Source: an optimization exercise on an open RTL-to-GDS flow (aim: small area, a short achievable clock period and few clock cycles). Production flows keep margins and buffers that such runs may drop. Where RTL was checked, it was by simulation tests only, not by an equivalence proof against the original. Power and IR drop assume default switching activity.

// pcmdf_dec
module pcmdf_dec (
    input  wire        clk,
    input  wire        rst,
    input  wire        start,
    input  wire [15:0] cfg_len,
    input  wire [15:0] cfg_fps,
    input  wire        cfg_fps_set,
    input  wire        cfg_extract,
    output reg         idle,
    input  wire        in_valid,
    output reg         in_ready,
    input  wire [31:0] in_data,
    output reg         out_valid,
    input  wire        out_ready,
    output reg  [1:0]  out_type,
    output wire [31:0] out_data,
    output reg  [2:0]  out_nbytes,
    output reg         out_tp,
    output reg  [63:0] out_ts,
    output reg  [15:0] out_hdr,
    output reg         out_ss,
    output wire [31:0] out_sync,
    output reg  [15:0] out_sfid,
    output reg  [15:0] out_plen,
    output wire [2:0]  out_status,
    output reg  [15:0] out_offset,
    output reg  [15:0] out_count,
    output reg  [31:0] out_mode_word
);
Settings: LEC_CHECK=0, CAP_MARGIN=20, CORE_MARGIN=2, CORE_UTILIZATION=60, CTS_BUF_LIST=sky130_fd_sc_hd__clkbuf_4 sky130_fd_sc_hd__clkbuf_8, PLACE_DENSITY=0.75, SETUP_SLACK_MARGIN=4.8, SLEW_MARGIN=20; clock period 8.0 ns.
standard.sh (not shown) runs the stock make flow with config.mk's settings and CLKGATE_MAP_FILE= SYNTH_SCRIPT=/design/flow/synth_recipe.tcl, a recipe that flattens the netlist after the stock synthesis.
==> flow/flow/run.sh <==
#!/bin/bash
# The standard layout (standard synthesis, floorplan, place, CTS, route),
# with the smallest buffer on each input and output port instead of the
# default port buffer cell. Each tool's output goes to its log here.
set -euo pipefail
export BUFFER_PORTS_ARGS="-buffer_cell sky130_fd_sc_hd__buf_1"
bash standard.sh synth > synth.log 2>&1
bash standard.sh finish > layout.log 2>&1
The starting point produced a clean layout.
Change:
--- a/flow/design.v
+++ b/flow/design.v
@@ -1,20 +1,20 @@
 module pcmdf_dec (
     input  wire        clk,
     input  wire        rst,
     input  wire        start,
     input  wire [15:0] cfg_len,
     input  wire [15:0] cfg_fps,
     input  wire        cfg_fps_set,
     input  wire        cfg_extract,
-    output reg         idle,
+    output wire        idle,
     input  wire        in_valid,
     output reg         in_ready,
     input  wire [31:0] in_data,
     output reg         out_valid,
     input  wire        out_ready,
     output reg  [1:0]  out_type,
     output wire [31:0] out_data,
     output reg  [2:0]  out_nbytes,
     output reg         out_tp,
     output reg  [63:0] out_ts,
     output reg  [15:0] out_hdr,
@@ -51,22 +51,23 @@
     reg        hv;          
     reg        df;          
     reg        tsh;         
     reg [31:0] sk;          
     reg        skv;
     reg        endp;        
     reg [31:0] dsync;
     assign out_status = {1'b0, status};
     assign out_data   = dsync;
     assign out_sync   = dsync;
     wire   hdr_wait   = out_valid && (out_type == T_HDR);
+    assign idle       = !busy && !hdr_wait;
     wire out_free = !out_valid || out_ready;
     wire slot     = out_free && !endp;        
     wire acc      = in_valid && in_ready;
     wire go       = (skv || acc) && slot;
     wire [31:0] w = skv ? sk : in_data;
     wire [13:0] lrem_q = lrem[15:2] - 14'd1;
     wire [15:0] h0 = w[15:0];
     wire [15:0] h1 = w[31:16];
     wire        x  = out_ss;
     wire        odd = out_plen[0];      
     wire        rec = (phase == PH_REC);
@@ -137,23 +138,23 @@
     reg [2:0]  phase_n;
     reg        end_now;
     always @* begin
         skv_n   = skv ? !slot : (acc && !slot);
         busy_n  = busy;
         lnz_n   = lnz;
         phase_n = phase;
         short_n = (phase == PH_SHORT);
         endp_n  = endp && !out_free;
         end_now = 1'b0;
         if (!busy) begin
-            if (start && idle) begin
+            if (start && !hdr_wait) begin
                 busy_n  = 1'b1;
                 lnz_n   = (cfg_len != 16'd0);
                 short_n = (cfg_len < 16'd4);
                 phase_n = short_n ? PH_SHORT : PH_MODE;
             end
         end else begin
             if (phase == PH_SHORT && slot) begin
                 phase_n = PH_DRAIN;
                 short_n = 1'b0;
             end
             if (go) begin
@@ -172,33 +173,31 @@
                 endp_n = 1'b1;
             end
         end
     end
     always @(posedge clk) begin
         if (rst) begin
             busy      <= 1'b0;
             out_valid <= 1'b0;
             df        <= 1'b0;
             skv       <= 1'b0;
             in_ready  <= 1'b0;
-            idle      <= 1'b1;
             endp      <= 1'b0;
             phase     <= PH_MODE;
         end else begin
             busy     <= busy_n;
             lnz      <= lnz_n;
             skv      <= skv_n;
             phase    <= phase_n;
             endp     <= endp_n;
             in_ready <= busy_n && lnz_n && !skv_n && !short_n;
-            idle     <= !busy_n && !(out_free ? hdr_ld : hdr_wait);
             out_valid <= (out_valid && !out_ready) || beat_ld;
             if (out_free)
                 out_type <= end_ld ? T_END : is_hdr ? T_HDR : T_PAY;
             if (df_out || d_pay)
                 out_nbytes <= df_out ? (odd ? 3'd1 : 3'd2) :
                               (phase == PH_TP) ? nb_tp : nb_rec;
             if (acc && !slot)
                 sk <= in_data;
             if (d_hi_en)
                 dsync[31:16] <= d_hi;
             if (d_lo_en)
@@ -215,23 +214,23 @@
             if (rec_go && idxE == 4'd2 && vE) out_ts[47:32] <= E;
             if (rec_go && idxO == 4'd3 && vO) out_ts[63:48] <= O;
             if (rec_go && idxE == 4'd4 && vE) out_hdr <= E;
             if (rec_go && idxO == 4'd7 && vO) out_sfid <= O;
             if (cnt_en)
                 out_count <= cnt_d;
             if (off_en)
                 out_offset <= off_d;
             if (st_en)
                 status <= st_d;
             if (!busy) begin
-                if (start && idle) begin
+                if (start && !hdr_wait) begin
                     fpsv_l   <= cfg_fps_set;
                     xbad     <= cfg_extract && (cfg_fps < 16'd6);
                     out_ss   <= cfg_extract;
                     out_plen <= cfg_extract ? cfg_fps - 16'd6 : cfg_fps;
                     sh       <= ({1'b0, cfg_fps} + 17'd11) >> 1;
                     lrem     <= cfg_len;
                     lw       <= (cfg_len <= 16'd4);
                     hv       <= 1'b0;
                     df       <= 1'b0;
                     tsh      <= 1'b0;
                 end
Non-clock buffer count drops by 4. Routed wire length rose by a few percent. Global-route usage came out higher by 1.1 points. Area after synthesis stays flat. Combinational power shrinks by roughly a tenth. Maximum frequency shrinks slightly. Via count goes up slightly. Critical path depth went down by 4. Design area goes down slightly. Core utilization came out lower by 0.17 points. Synthesized cell count does not change. Total power is lower by a few percent. Setup slack loses 0.055 ns. Clock skew shrinks by 0.0086 ns.
Testbench counts after the change, summed over its fixed seeds: cycles 18,614.
Function not checked in the first run of this note: the RTL went through the layout flow alone.

==> separate check: timing with driven ports <==
The flow's constraints put no driver on any port. The routed layouts listed below were extracted and timed again, unchanged, in two steps. Step 1 assumes that a clkbuf_16 drives the clock port and a buf_2 every other input. Step 2 also shifts input and output timing later by t, the mid clock arrival at the registers, as if the neighbouring blocks saw the same clock. a / b / c = ideal ports / drivers / drivers and shift; a / b = the first two.
| run | shift t [ns] | setup WS [ns] | worst setup path after step 2 |
|---|---|---|---|
| the first run | 0.633 | 4.836 / 4.782 / 4.150 | input to register |
| the second run | 0.629 | 4.781 / 4.731 / 4.256 | input to register |
After both steps every run listed still meets setup and hold. The setup slack of the first run, which loses most, moves by -0.054 ns with the drivers and by -0.686 ns with both steps.
